Context: an optimization exercise on an open-source flow, tuned for small area. The choices shown serve that exercise and are no tape-out recipe.
Where RTL was checked, it was by simulation tests only, not by an equivalence proof against the original.
Power figures rest on the tool's default switching activity, not on a simulated workload.

lagoon:
Design segblk, start of the top module:
module segblk (
    input  wire         clk,
    input  wire         rst,           
    input  wire         cmd_valid,
    input  wire [31:0]  cmd,
    input  wire [15:0]  cnt_i,         
    input  wire         btn_i,         
    input  wire [3:0]   enc_digit_i,   
    input  wire [5:0]   obs_addr_i,    
    output wire [159:0] bank_o,        
    output wire         cmd_ready_o,
    output wire         blink_evt_o,
    output wire         btn_evt_o,
    output wire         ill_o,
    output wire [15:0]  enc_code_o,
    output wire         enc_valid_o,
    output reg  [7:0]   obs_data_o
);
Settings: LEC_CHECK=0, ABC_AREA=1, CAP_MARGIN=20, CORE_MARGIN=2, CORE_UTILIZATION=40, GPL_TIMING_DRIVEN=0, SLEW_MARGIN=20; clock period 6.0 ns.
standard.sh (not shown) runs the stock make flow with config.mk's settings and CLKGATE_MAP_FILE= SYNTH_SCRIPT=/design/flow/synth_recipe.tcl, a recipe that flattens the netlist after the stock synthesis.
==> flow/flow/run.sh <==
#!/bin/bash
# Standard layout (standard.sh) with these changes:
#  - synthesis keeps the combinational ticker module (segblk_tick) apart
#    while mapping, and maps each module with its own area-oriented ABC
#    script (flow/synth.tcl, flow/tick.abc, flow/rest.abc), without the
#    full-adder cell extraction (ADDER_MAP_FILE empty); the result is
#    flattened as in synth_recipe.tcl, so the registers and their names are
#    the standard synthesis's;
#  - port buffers use the smallest buffer cell instead of the resizer's
#    default pick (a delay cell);
#  - buffers left by synthesis are removed at floorplan, as the default
#    timing-driven placement would do;
#  - the clock tree uses clkbuf_8 cells and no dummy loads.
set -euo pipefail
here=$(pwd)
export FLOW_ABC_TICK=$here/flow/tick.abc
export FLOW_ABC_REST=$here/flow/rest.abc
export SYNTH_HIERARCHICAL=1
export ADDER_MAP_FILE=
export BUFFER_PORTS_ARGS="-buffer_cell sky130_fd_sc_hd__buf_1"
export REMOVE_ABC_BUFFERS=1
export CTS_ARGS="-sink_clustering_enable -repair_clock_nets -buf_list sky130_fd_sc_hd__clkbuf_8 -sink_clustering_size 30 -sink_clustering_max_diameter 120 -dont_use_dummy_load"
sed "s#SYNTH_SCRIPT=[^ ]*#SYNTH_SCRIPT=$here/flow/synth.tcl#" standard.sh > own_standard.sh
bash own_standard.sh > standard_flow.log 2>&1
==> flow/flow/rest.abc <==
strash
&get -n
&deepsyn -T 0 -J 20
&put
strash
&get -n
&st
&dch -f
&nf -R 1000
&put
strash
&get -n
&st
&dch -f
&nf -R 1000
&put
topo
==> flow/flow/synth.tcl <==
# The standard synthesis script (synth_recipe.tcl), with the ABC script
# chosen per module: flow/tick.abc for the ticker arithmetic (segblk_tick,
# timing-critical) and flow/rest.abc for the top module. The same Yosys
# steps, register mapping, flattening and renaming as synth_recipe.tcl; only
# the combinational cell mapping differs.
proc synth {args} { yosys synth -nofsm -noshare {*}$args }
proc abc {args} {
  set i [lsearch -exact $args -script]
  set at [lreplace $args [expr {$i+1}] [expr {$i+1}] $::env(FLOW_ABC_TICK)]
  set ar [lreplace $args [expr {$i+1}] [expr {$i+1}] $::env(FLOW_ABC_REST)]
  yosys abc {*}$at segblk_tick
  yosys abc {*}$ar segblk
}
source $::env(SCRIPTS_DIR)/synth.tcl
# left out here: clear keep_hierarchy, flatten, clean up, hide names made inside functions, write 1_2_yosys.v
==> flow/flow/tick.abc <==
strash
&get -n
&st
&dch -f
&nf -R 30
&put
strash
&get -n
&st
&dch -f
&nf -R 30
&put
topo
diff inputs: lagoon => sierra
Settings: a change of CORE_UTILIZATION from 40 to 55.
Comparing sierra and lagoon, the lower setup slack after layout is on sierra.
Wire length came out lower on sierra than on lagoon.
Relative to lagoon, the final cell area reported for sierra is lower.
Function was not checked in any run of this note: the RTL went through the layout flow alone.

---

segblk, a different RTL version from the one above (not shown whole).
Size in the first run: ~1000 cells after synthesis, roughly 150 flip-flops, roughly 250 I/O pins, ~0.0086 mm^2 of cells after synthesis.
export LEC_CHECK = 0
export ABC_AREA = 1
export CAP_MARGIN = 20
export CORE_MARGIN = 2
export CORE_UTILIZATION = 40
export GPL_TIMING_DRIVEN = 0
export SLEW_MARGIN = 20
create_clock -name core_clock -period 6.0 [get_ports {clk}]
==> flow/flow/run.sh <==
#!/bin/bash
# Standard layout (standard.sh) with these changes:
#  - synthesis maps the logic with an area-oriented ABC script
#    (flow/synth.tcl, flow/area.abc); everything else in synthesis is
#    synth_recipe.tcl's;
#  - port buffers use the smallest buffer cell instead of the resizer's
#    default pick (a delay cell);
#  - buffers left by synthesis are removed at floorplan, as the default
#    timing-driven placement would do;
#  - the clock tree uses clkbuf_8 cells and no dummy loads.
set -euo pipefail
here=$(pwd)
export FLOW_ABC_SCRIPT=$here/flow/area.abc
export BUFFER_PORTS_ARGS="-buffer_cell sky130_fd_sc_hd__buf_1"
export REMOVE_ABC_BUFFERS=1
export CTS_ARGS="-sink_clustering_enable -repair_clock_nets -buf_list sky130_fd_sc_hd__clkbuf_8 -sink_clustering_size 30 -sink_clustering_max_diameter 120 -dont_use_dummy_load"
sed "s#SYNTH_SCRIPT=[^ ]*#SYNTH_SCRIPT=$here/flow/synth.tcl#" standard.sh > own_standard.sh
bash own_standard.sh > standard_flow.log 2>&1
==> flow/flow/area.abc <==
strash
&get -n
&st
&dch -f
&nf -R 1000
&put
topo
==> flow/flow/synth.tcl <==
# The standard synthesis script (synth_recipe.tcl), with the ABC script
# replaced by flow/area.abc: the same Yosys steps, register mapping,
# flattening and renaming; only the combinational cell mapping differs.
proc synth {args} { yosys synth -nofsm -noshare {*}$args }
proc abc {args} {
  set i [lsearch -exact $args -script]
  if {$i >= 0} { set args [lreplace $args [expr {$i+1}] [expr {$i+1}] $::env(FLOW_ABC_SCRIPT)] }
  yosys abc {*}$args
}
source $::env(SCRIPTS_DIR)/synth.tcl
# left out here: clear keep_hierarchy, flatten, clean up, hide names made inside functions, write 1_2_yosys.v
Next try:
--- a/flow/flow/run.sh
+++ b/flow/flow/run.sh
@@ -4 +4,2 @@
-#    (flow/synth.tcl, flow/area.abc); everything else in synthesis is
+#    (flow/synth.tcl, flow/area.abc) and without the full-adder cell
+#    extraction (ADDER_MAP_FILE empty); everything else in synthesis is
@@ -15,0 +17 @@
+export ADDER_MAP_FILE=
==> flow/flow/area.abc (replaced) <==
strash
&get -n
&st
&dch -f
&nf -R 1000
&put
strash
&get -n
&st
&dch -f
&nf -R 1000
&put
topo
=> The changed run completed without violations. Global-route usage rose by 0.26 points. Sequential power hardly moves. Maximum frequency is higher by 1.0%. Routed wire length falls by 1.7%. First-iteration DRC count came out higher by 0.40%. Clock power increases by about 1%. Clock skew climbs by 0.0040 ns. Sequential cell count is unchanged. Count of clock-buffer cells in the layout is unchanged. Synthesized cell count decreases by 1.8%. Register-to-register slack loses 0.04 ns.
Next try:
==> flow/flow/run.sh (replaced) <==
#!/bin/bash
# Standard layout with three changes that only affect buffering:
#  - port buffers use the smallest buffer cell instead of the resizer's
#    default pick (a delay cell);
#  - buffers left by synthesis are removed at floorplan, as the default
#    timing-driven placement would do;
#  - the clock tree is built from fewer, larger sink clusters.
set -euo pipefail
export BUFFER_PORTS_ARGS="-buffer_cell sky130_fd_sc_hd__buf_1"
export REMOVE_ABC_BUFFERS=1
export CTS_ARGS="-sink_clustering_enable -repair_clock_nets -buf_list sky130_fd_sc_hd__clkbuf_8 -sink_clustering_size 30 -sink_clustering_max_diameter 120 -dont_use_dummy_load"
bash standard.sh > standard_flow.log 2>&1
removed: flow/flow/area.abc
removed: flow/flow/synth.tcl
The changed run produced a clean layout.
Cell count goes up by 23%.
Via count goes up by 18%.
Clock skew hardly moves.
Area after synthesis goes up by 18%.
Next try:
==> flow/run.sh (new file) <==
#!/bin/bash
# synth_recipe.tcl (not shown) runs the flow's synth.tcl, then flattens the netlist and writes it again
# the make line also repeats each setting of config.mk as NAME=value (left out here)
make -C /OpenROAD-flow-scripts/flow DESIGN_CONFIG=/design/flow/config.mk WORK_HOME=/design/flow/orfs CLKGATE_MAP_FILE= SYNTH_SCRIPT=/design/flow/synth_recipe.tcl finish
removed: flow/flow/run.sh
removed: flow/standard.sh
Result:
- total power went up by 31%
- die area is unchanged
- synthesized area is unchanged
Next try:
==> flow/flow/run.sh (new file) <==
#!/bin/bash
# Standard layout (standard.sh) with these changes:
#  - synthesis maps the logic with an area-oriented ABC script
#    (flow/synth.tcl, flow/area.abc); everything else in synthesis is
#    synth_recipe.tcl's;
#  - port buffers use the smallest buffer cell instead of the resizer's
#    default pick (a delay cell);
#  - buffers left by synthesis are removed at floorplan, as the default
#    timing-driven placement would do;
#  - the clock tree uses clkbuf_8 cells and no dummy loads.
set -euo pipefail
here=$(pwd)
export FLOW_ABC_SCRIPT=$here/flow/area.abc
export BUFFER_PORTS_ARGS="-buffer_cell sky130_fd_sc_hd__buf_1"
export REMOVE_ABC_BUFFERS=1
export CTS_ARGS="-sink_clustering_enable -repair_clock_nets -buf_list sky130_fd_sc_hd__clkbuf_8 -sink_clustering_size 30 -sink_clustering_max_diameter 120 -dont_use_dummy_load"
sed "s#SYNTH_SCRIPT=[^ ]*#SYNTH_SCRIPT=$here/flow/synth.tcl#" standard.sh > own_standard.sh
bash own_standard.sh > standard_flow.log 2>&1
==> flow/flow/area.abc (new file) <==
strash
&get -n
&st
&dch -f
&nf -R 1000
&put
buffer -c
topo
stime -c
upsize -c
dnsize -c
==> flow/flow/synth.tcl (new file) <==
# The standard synthesis script (synth_recipe.tcl), with the ABC script
# replaced by flow/area.abc: the same Yosys steps, register mapping,
# flattening and renaming; only the combinational cell mapping differs.
proc synth {args} { yosys synth -nofsm -noshare {*}$args }
proc abc {args} {
  set i [lsearch -exact $args -script]
  if {$i >= 0} { set args [lreplace $args [expr {$i+1}] [expr {$i+1}] $::env(FLOW_ABC_SCRIPT)] }
  yosys abc {*}$args
}
source $::env(SCRIPTS_DIR)/synth.tcl
# left out here: clear keep_hierarchy, flatten, clean up, hide names made inside functions, write 1_2_yosys.v
==> flow/standard.sh (new file) <==
#!/bin/bash
# synth_recipe.tcl (not shown) runs the flow's synth.tcl, then flattens the netlist and writes it again
# the make line also repeats each setting of config.mk as NAME=value (left out here)
make -C /OpenROAD-flow-scripts/flow DESIGN_CONFIG=/design/flow/config.mk WORK_HOME=/design/flow/orfs CLKGATE_MAP_FILE= SYNTH_SCRIPT=/design/flow/synth_recipe.tcl "${@:-finish}"
removed: flow/run.sh
The changed run finished with timing, DRC and antenna clean.
Power shrinks by 25%.
Final area shrinks by 23%.
Clock skew barely changes.
Die area shrinks by 8.7%.
Core utilization shrinks by 9.0 points.
Final cell count shrinks by 23%.
Fmax shrinks by 2.5%.
Setup slack got worse by 0.14 ns.
Global-route usage shrinks by 1.3 points.

[what the ideal ports hide]
How much do the figures lean on ideal ports? The routed layouts below were timed once more, with nothing changed but the port constraints.
Step 1 (the two cells are an assumption about what drives the block):
set clk [get_ports {clk}]
set_driving_cell -lib_cell sky130_fd_sc_hd__clkbuf_16 $clk
set_driving_cell -lib_cell sky130_fd_sc_hd__buf_2 [delete_from_list [all_inputs] $clk]
Step 2 also shifts input and output timing later by t, the mid clock arrival at the registers, as if the neighbouring blocks saw the same clock.
Three values: ideal ports, drivers, drivers and shift; two values: the first two.
| run | t (ns) | slack for setup (ns) | worst hold slack (ns) | worst setup path after step 2 | clock arrival spread, ns |
|---|---|---|---|---|---|
| lagoon | 0.502 | 0.235 / 0.252 / -0.250 | 0.487 / 0.487 / 0.487 | input to register | 0.037 / 0.037 |
| sierra | 0.489 | 0.223 / 0.243 / -0.246 | 0.485 / 0.485 / 0.485 | input to register | 0.032 / 0.032 |
| the first run of note 2 | 0.477 | 0.440 / 0.454 / -0.022 | 0.463 / 0.463 / 0.463 | input to register | 0.029 / 0.029 |
| the second run of note 2 | 0.501 | 0.497 / 0.511 / 0.010 | 0.482 / 0.482 / 0.482 | input to register | 0.042 / 0.042 |
| the third run of note 2 | 0.508 | 0.757 / 0.767 / 0.260 | 0.465 / 0.465 / 0.465 | input to register | 0.041 / 0.041 |
| the fourth run of note 2 | 0.488 | 0.523 / 0.545 / 0.057 | 0.464 / 0.464 / 0.464 | input to register | 0.022 / 0.022 |
| the fifth run of note 2 | 0.511 | 0.385 / 0.403 / -0.108 | 0.468 / 0.468 / 0.468 | input to register | 0.042 / 0.042 |
Met with ideal ports but missed after step 2: setup timing in lagoon, sierra, the first run of note 2 and the fifth run of note 2. The setup slack of the third run of note 2, which loses most, moves by +0.010 ns with the drivers and by -0.497 ns with both steps.
